Background: an optimization exercise with open tools, aiming at a short achievable clock period and few clock cycles. Do not read the settings as production practice. Function was checked by simulation only, so behaviour that the tests miss may differ from the original. Power and IR drop assume default switching activity.

[design/flow/design.v]
module ssq_symdec (
    input  wire        clk,
    input  wire        rst,
    input  wire        in_valid,
    output wire        in_ready,
    input  wire [7:0]  in_data,
    input  wire        in_last,
    output reg         out_valid,
    input  wire        out_ready,
    output reg  [7:0]  out_data,
    output reg         out_last,
    output reg  [1:0]  out_err,
    output reg  [15:0] out_err_pos,
    output reg  [7:0]  out_err_val,
    output reg  [2:0]  out_pad
);
    localparam ERR_NONE = 2'd0;
    localparam ERR_SDEC = 2'd1;
    localparam ERR_CDEC = 2'd2;
    localparam ST_RUN   = 2'd0;   
    localparam ST_DRAIN = 2'd1;   
    localparam ST_FLUSH = 2'd2;   
    localparam ST_END   = 2'd3;   
    reg [1:0]  state;
    reg [4:0]  exp_bits;
    reg [2:0]  exp_cnt;
    reg        src_done;    
    reg        seen_last;   
    reg [4:0]  win;
    reg [2:0]  win_cnt;
    reg [15:0] s_pos;       
    reg [15:0] chr_idx;     
    reg [11:0] acc;
    reg [3:0]  acc_cnt;
    reg [1:0]  err;
    reg [15:0] err_pos;
    reg [7:0]  err_val;
    reg [2:0]  pad_cnt;     
    reg        chr_ok;
    reg [4:0]  chr_bits;
    reg [2:0]  chr_len;
    always @(*) begin
        chr_ok   = 1'b1;
        chr_bits = 5'b00000;
        chr_len  = 3'd0;
        case (in_data)
            8'h2A: begin chr_bits = 5'b10000; chr_len = 3'd1; end  
            8'h25: begin chr_bits = 5'b11000; chr_len = 3'd2; end  
            8'h24: begin chr_bits = 5'b11100; chr_len = 3'd3; end  
            8'h23: begin chr_bits = 5'b11110; chr_len = 3'd4; end  
            8'h21: begin chr_bits = 5'b11111; chr_len = 3'd5; end  
            8'h26: begin chr_bits = 5'b10100; chr_len = 3'd3; end  
            default: chr_ok = 1'b0;
        endcase
    end
    function automatic key_match;
        input [4:0] w;
        input [2:0] n;
        input [4:0] key;
        input [2:0] len;
        reg   [4:0] mask;
        begin
            mask = ~(5'b11111 >> len);
            key_match = (len <= n) && ((w & mask) == (key & mask));
        end
    endfunction
    reg       tok_ok;
    reg [4:0] tok_val;
    reg [2:0] tok_len;
    always @(*) begin
        tok_ok  = 1'b1;
        tok_val = 5'b00000;
        tok_len = 3'd0;
        if      (key_match(win, win_cnt, 5'b10101, 3'd5)) begin tok_val = 5'b10101; tok_len = 3'd5; end  
        else if (key_match(win, win_cnt, 5'b10111, 3'd5)) begin tok_val = 5'b10111; tok_len = 3'd5; end  
        else if (key_match(win, win_cnt, 5'b11011, 3'd5)) begin tok_val = 5'b11011; tok_len = 3'd5; end  
        else if (key_match(win, win_cnt, 5'b11101, 3'd5)) begin tok_val = 5'b11101; tok_len = 3'd5; end  
        else if (key_match(win, win_cnt, 5'b11111, 3'd5)) begin tok_val = 5'b11111; tok_len = 3'd5; end  
        else if (key_match(win, win_cnt, 5'b10110, 3'd4)) begin tok_val = 5'b01011; tok_len = 3'd4; end  
        else if (key_match(win, win_cnt, 5'b11010, 3'd4)) begin tok_val = 5'b01101; tok_len = 3'd4; end  
        else if (key_match(win, win_cnt, 5'b11110, 3'd4)) begin tok_val = 5'b01111; tok_len = 3'd4; end  
        else if (key_match(win, win_cnt, 5'b10100, 3'd3)) begin tok_val = 5'b00101; tok_len = 3'd3; end  
        else if (key_match(win, win_cnt, 5'b11100, 3'd3)) begin tok_val = 5'b00111; tok_len = 3'd3; end  
        else if (key_match(win, win_cnt, 5'b11000, 3'd2)) begin tok_val = 5'b00011; tok_len = 3'd2; end  
        else if (key_match(win, win_cnt, 5'b10000, 3'd1)) begin tok_val = 5'b00001; tok_len = 3'd1; end  
        else tok_ok = 1'b0;
    end
    wire src_empty  = src_done && (exp_cnt == 3'd0);
    wire win_ready  = (win_cnt == 3'd5) || (src_empty && (win_cnt != 3'd0));
    wire out_free   = !out_valid || out_ready;
    wire byte_avail = (acc_cnt >= 4'd8);
    assign in_ready = ((state == ST_RUN) && !src_done && (exp_cnt == 3'd0)) ||
                      ((state == ST_DRAIN) && !seen_last);
    wire in_fire = in_valid && in_ready;
    always @(posedge clk) begin
        if (rst) begin
            state       <= ST_RUN;
            exp_bits    <= 5'd0;
            exp_cnt     <= 3'd0;
            src_done    <= 1'b0;
            seen_last   <= 1'b0;
            win         <= 5'd0;
            win_cnt     <= 3'd0;
            s_pos       <= 16'd0;
            chr_idx     <= 16'd0;
            acc         <= 12'd0;
            acc_cnt     <= 4'd0;
            err         <= ERR_NONE;
            err_pos     <= 16'd0;
            err_val     <= 8'd0;
            pad_cnt     <= 3'd0;
            out_valid   <= 1'b0;
            out_data    <= 8'd0;
            out_last    <= 1'b0;
            out_err     <= 2'd0;
            out_err_pos <= 16'd0;
            out_err_val <= 8'd0;
            out_pad     <= 3'd0;
        end else begin
            if (out_valid && out_ready)
                out_valid <= 1'b0;
            case (state)
            ST_RUN: begin
                if (in_fire) begin
                    chr_idx <= chr_idx + 16'd1;
                    if (in_last)
                        seen_last <= 1'b1;
                    if (chr_ok) begin
                        exp_bits <= chr_bits;
                        exp_cnt  <= chr_len;
                        if (in_last)
                            src_done <= 1'b1;
                    end else begin
                        src_done <= 1'b1;
                        err      <= ERR_SDEC;
                        err_pos  <= chr_idx;
                        err_val  <= in_data;
                    end
                end
                if (byte_avail && out_free) begin
                    out_valid <= 1'b1;
                    out_data  <= acc[11:4];
                    out_last  <= 1'b0;
                    out_err   <= 2'd0;
                    out_err_pos <= 16'd0;
                    out_err_val <= 8'd0;
                    out_pad   <= 3'd0;
                    acc       <= {acc[3:0], 8'd0};
                    acc_cnt   <= acc_cnt - 4'd8;
                end else if (win_ready) begin
                    if (!byte_avail) begin
                        if (tok_ok) begin
                            acc     <= acc | ({tok_val, 7'd0} >> acc_cnt);
                            acc_cnt <= acc_cnt + 4'd5;
                            win     <= win << tok_len;
                            win_cnt <= win_cnt - tok_len;
                            s_pos   <= s_pos + {13'd0, tok_len};
                        end else begin
                            err     <= ERR_CDEC;
                            err_pos <= s_pos;
                            err_val <= 8'h20;
                            state   <= ST_DRAIN;
                        end
                    end
                end else if (exp_cnt != 3'd0) begin
                    win      <= win | ({4'd0, exp_bits[4]} << (3'd4 - win_cnt));
                    win_cnt  <= win_cnt + 3'd1;
                    exp_bits <= exp_bits << 1;
                    exp_cnt  <= exp_cnt - 3'd1;
                end else if (src_empty && (win_cnt == 3'd0) && !byte_avail) begin
                    state <= ST_DRAIN;
                end
            end
            ST_DRAIN: begin
                if (in_fire && in_last)
                    seen_last <= 1'b1;
                if (seen_last)
                    state <= ST_FLUSH;
            end
            ST_FLUSH: begin
                if (acc_cnt == 4'd0) begin
                    state <= ST_END;
                end else if (out_free) begin
                    out_valid <= 1'b1;
                    out_data  <= acc[11:4];
                    out_last  <= 1'b0;
                    out_err   <= 2'd0;
                    out_err_pos <= 16'd0;
                    out_err_val <= 8'd0;
                    out_pad   <= 3'd0;
                    acc       <= 12'd0;
                    acc_cnt   <= 4'd0;
                    pad_cnt   <= 3'd0 - acc_cnt[2:0];
                    state     <= ST_END;
                end
            end
            ST_END: begin
                if (out_free) begin
                    out_valid   <= 1'b1;
                    out_data    <= 8'd0;
                    out_last    <= 1'b1;
                    out_err     <= err;
                    out_err_pos <= err_pos;
                    out_err_val <= err_val;
                    out_pad     <= pad_cnt;
                    pad_cnt     <= 3'd0;
                    state       <= ST_RUN;
                    exp_bits    <= 5'd0;
                    exp_cnt     <= 3'd0;
                    src_done    <= 1'b0;
                    seen_last   <= 1'b0;
                    win         <= 5'd0;
                    win_cnt     <= 3'd0;
                    s_pos       <= 16'd0;
                    chr_idx     <= 16'd0;
                    err         <= ERR_NONE;
                    err_pos     <= 16'd0;
                    err_val     <= 8'd0;
                end
            end
            endcase
        end
    end
endmodule
[design/flow/run.sh]
#!/bin/bash
# synth_recipe.tcl (not shown) runs the flow's synth.tcl, then flattens the netlist and writes it again
# the make line also repeats each setting of config.mk as NAME=value (left out here)
make -C /OpenROAD-flow-scripts/flow DESIGN_CONFIG=/design/flow/config.mk WORK_HOME=/design/flow/orfs CLKGATE_MAP_FILE= SYNTH_SCRIPT=/design/flow/synth_recipe.tcl finish
[design/flow/config.mk]
export PLATFORM = sky130hd
export DESIGN_NAME = ssq_symdec
export DESIGN_NICKNAME = ssq_symdec
export VERILOG_FILES = /design/flow/design.v
export SDC_FILE = /design/flow/constraint.sdc
export NUM_CORES = 4
export LEC_CHECK = 0
export CAP_MARGIN = 20
export CORE_MARGIN = 2
export CORE_UTILIZATION = 40
export SLEW_MARGIN = 20
[design/flow/constraint.sdc]
create_clock -name core_clock -period 5.0 [get_ports {clk}]
set_input_delay 1.0000 -clock core_clock [delete_from_list [all_inputs] [get_ports {clk}]]
set_output_delay 1.0000 -clock core_clock [all_outputs]
set_load 0.01 [all_outputs]
==> key figures <==
Outcome
  – Status: no timing/DRC/antenna violations

Critical path
  – CP Max Fanout: 13
  – R2r startpoint: win_cnt[0]
  – Reg2reg setup slack: 1.15 ns
  – Setup crit start kind: flip-flop
  – Arrival time at the worst endpoint: 4.13 ns
  – Critical path class: flip-flop to flip-flop
  – Crit path launch: win_cnt[0]
  – Critical path data required time: 5.28 ns
  – Nature of the critical path endpoint: flip-flop
  – Register-to-Register Path Depth: 14
  – Crit path to: s_pos[15]
  – Reg-to-reg endpoint: s_pos[15]

Clock tree
  – Hold-fix buffers at CTS: 0
  – CTS H-tree lvls: 4
  – Setup bufs post-CTS: 0
  – Root Driver: clkbuf_16
  – # resized after CTS: 0
  – Sink Count: 136
  – CTS Buf Count: 17
  – Longest Clk Path Bufs: 2
  – CTS tree: done
  – Worst skew pair latency: 0.42 ns
  – Clk pin slew, worst setup/hold paths: 0.06 ns

Drt
  – Starting DRC count in detailed routing: 460
  – Post-route DRC: 0
  – Vias/cell: 5.71
  – Drt wl/cell: 17.1 um
  – Antenna-violating nets left: 0
  – DR vias: 6256
  – Drt first pass iters: 5
  – Final WL: 18700 um

Timing
  – FMAX: 0.260 GHz
  – Clock Skews: 0.00750 ns
  – Slew HR: 29.0%
  – Slew @ Worst Pin: 1.06 ns
  – Final hold viol count: 0
  – Final worst slack: 1.15 ns
  – Period utilization: 76.9%
  – Min cycle time layout: 3.85 ns
  – RSZ-0062 raised after global routing: false
  – Endpoints failing setup: 0
  – Setup TNS: 0 ns
  – Slew Limit Fails: 0

Floorplanning
  – # IOs: 53
  – Row count: 47
  – Die Ht: 134 um
  – Starting Density: 41.0%
  – Die X: 134 um
  – Core area: 16600 sq um
  – Die Area: 18100 sq um

Synthesis
  – Cell area after synthesis: 6800 sq um
  – Fraction of registers with async set/reset: 0%
  – Post-synth cell types: 73
  – Top FF cell, synth: dfxtp_1
  – Synth Register Bits: 136
  – Number of synthesized flops with an enable pin: 0
  – Syn Area/Cell: 8.09 sq um
  – Top cell type's share of synthesized area: 40.1%
  – Largest cells by area after synthesis: dfxtp_1 (40%), a21oi_1 (7.0%), nor2_1 (5.7%)
  – Syn Nets: 872
  – Register area share after synthesis: 40.1%
  – Synth area leader: dfxtp_1
  – Yosys warnings: 1
  – Mapped Cells: 840

Final layout
  – Share of cells above drive strength 1: 6.97%
  – Ant. Diodes: 0
  – Area growth from synthesis to layout: 18.3%
  – Final net count: 894

Min path
  – Hold path depth: 2
  – Worst hold path type: flip-flop to flip-flop

Global routing
  – Vias in the first global route: 5887
  – Pin count of the biggest net entering global routing: 49
  – Initial antenna violation count: 0
  – Grt peak-use layer: met2
  – First-pass GRT wire length: 30500 um
  – Met2 Usage GRT: 35.4%
  – M1 GR Usage: 27.4%
  – GRT Total Usage: 21.1%
  – Grt met3 use: 4.38%
  – Total grt overflow: 0

Power and ir drop
  – Final Power: 4070 uW
  – Internal power: 2500 uW
  – Gate power share: 35.4%
  – Leak pwr: 0.00285 uW
  – PD cells: 506 nW/um^2
  – Switching Share: 38.4%
  – Clk pwr share: 33.2%
  – Peak supply drop: 0.327 mV
  – Psw: 1560 uW
  – Seq pwr share: 31.5%

Placement
  – IO Port Bufs: 52
  – Detailed placer's ending HPWL: 12600 um
  – Gpl congestion: 0.854
  – Dpl ws: 1.22 ns

Flow run
  – Max capacitance violation total: 0
[metal layers]
layer | share of wire (%) | wire length (um)
met5 | 0 | 0
met4 | 1.7 | 326
met3 | 5.1 | 948
met2 | 48 | 9040
met1 | 45 | 8390
[registers in the layout (all words and copies together), names as in the netlist, 4 cells and up]
register     cells
s_pos           16
acc_cnt          4
chr_idx         16
out_err_pos     16
win              5
acc             12
out_data         8
err_val          8
out_err_val      8
exp_bits         5
err_pos         16
[power groups by stage]
stage	logic [uW]	clock network (uW)	registers, uW
after floorplan	1100	0	1250
after global placement	1420	0	1300
after detailed placement	1420	0	1300
after CTS	1430	1370	1280
after global routing	1600	1410	1300
final	1440	1350	1280
[cell usage after synthesis (all sizes together), types with 3 or more instances]
cell / number
nand3: 52
or3: 7
a211oi: 6
and2: 5
nand3b: 12
nand2b: 9
o21ai: 34
o211ai: 8
a22o: 4
and4: 5
or2: 5
nor4bb: 3
xor2: 20
a222oi: 16
nor2: 103
inv: 17
ha: 17
o31a: 4
nor3: 10
buf: 18
o211a: 3
a21o: 6
nor4: 3
nor2b: 7
nand2: 92
xnor2: 9
o31ai: 3
a22oi: 10
mux2i: 7
a21oi: 96
and3: 4
dfxtp: 136
nand4: 14
a21boi: 3
o21a: 4
clkbuf: 40
a31oi: 13
[cell families (layout without fill, tap and decap cells)]
kind of cell               count (synthesis)  in the layout  synth area share (%)
and+or+nand+nor                          336            336                  23.5
AOI/OAI and AO/OA                        237            237                  23.1
DFF                                      136            136                  40.1
buffers and inverters                     76            111                  4.86
xor gates and xnor gates                  29             29                  3.74
adders and majority gates                 19             19                  3.72
muxes                                      7              7                  1.03
[metrics by stage]
stage	area (sq um)	util [%]	hold slack, ns	std cells
floorplan	6800	-	0.425	840
global placement	7410	44.7	0.440	1063
detailed placement	7410	44.7	0.445	1063
CTS	8040	48.5	0.453	1095
global route	8040	48.5	0.471	1095
finish	8040	48.5	0.449	1095
[cell usage in the layout, fill, tap and decap left out, types with 12 or more instances in the layout]
| cell | n |
|---|---|
| a31oi_1 | 13 |
| ha_1 | 16 |
| o21ai_0 | 33 |
| nand2_1 | 92 |
| a21oi_1 | 95 |
| xor2_1 | 20 |
| a222oi_1 | 16 |
| dfxtp_1 | 136 |
| nand3b_1 | 12 |
| nand3_1 | 52 |
| inv_1 | 17 |
| clkbuf_16 | 17 |
| nor2_1 | 103 |
| clkdlybuf4s50_1 | 51 |
| nand4_1 | 14 |
[critical path, stage by stage, from the launching register on]
cell	delay, ns
dfxtp_1	0.60
inv_1	0.16
ha_1	0.25
ha_1	0.22
o211a_1	0.30
a21oi_1	0.19
nor2_1	0.13
inv_1	0.16
ha_1	0.20
a21o_1	0.12
a21oi_1	0.06
a211oi_1	0.87
nand4_1	0.22
xor2_1	0.19
nor2_1	0.06
[worst min-delay path by stage]
stage,from,endpoint
after floorplan,acc[1],acc[1]
after global placement,out_data[4],out_data[4]
after detailed placement,out_err_pos[10],out_err_pos[10]
after CTS,out_data[1],out_data[1]
after global routing,out_err_pos[3],out_err_pos[3]
final,out_err_pos[10],out_err_pos[10]
[cell type report]
type	instances	area [sq um]
inverters	18	67.6
well taps	220	275
clock inverters	13	191
fillers	1617	8540
flip-flops and latches	136	2720
repair buffers	61	586
multi-input cells	628	3760
clock buffers	19	443
Testbench counts, summed over its fixed seeds: cycles 210,616.

-- static timing again, ports no longer ideal --
No port has a modelled driver above. Below, the same layout with a new extraction and two added sets of constraints. Step 1: set_driving_cell puts a clkbuf_16 on clk and a buf_2 on each other input, an assumption about the parent block. Step 2 adds t to the input delays and takes it off the output delays; t is the mean of the earliest and latest rising clock arrival at the registers after step 1. Input paths then give back, and output paths get back, about the clock's delay inside the block. Slacks: no drivers / after step 1 / after step 2; pairs: no drivers / after step 1.
t, ns: 0.457
setup slack, ns: 1.154 / 1.154 / 1.154
hold WS [ns]: 0.449 / 0.449 / 0.449
slew at the worst register clock pin (ns): 0.06 / 0.06
cell pins on the clock port's net: 1
After both steps this run still meets setup and hold. The setup slack of this run moves by 0.000 ns with the drivers and by 0.000 ns with both steps.
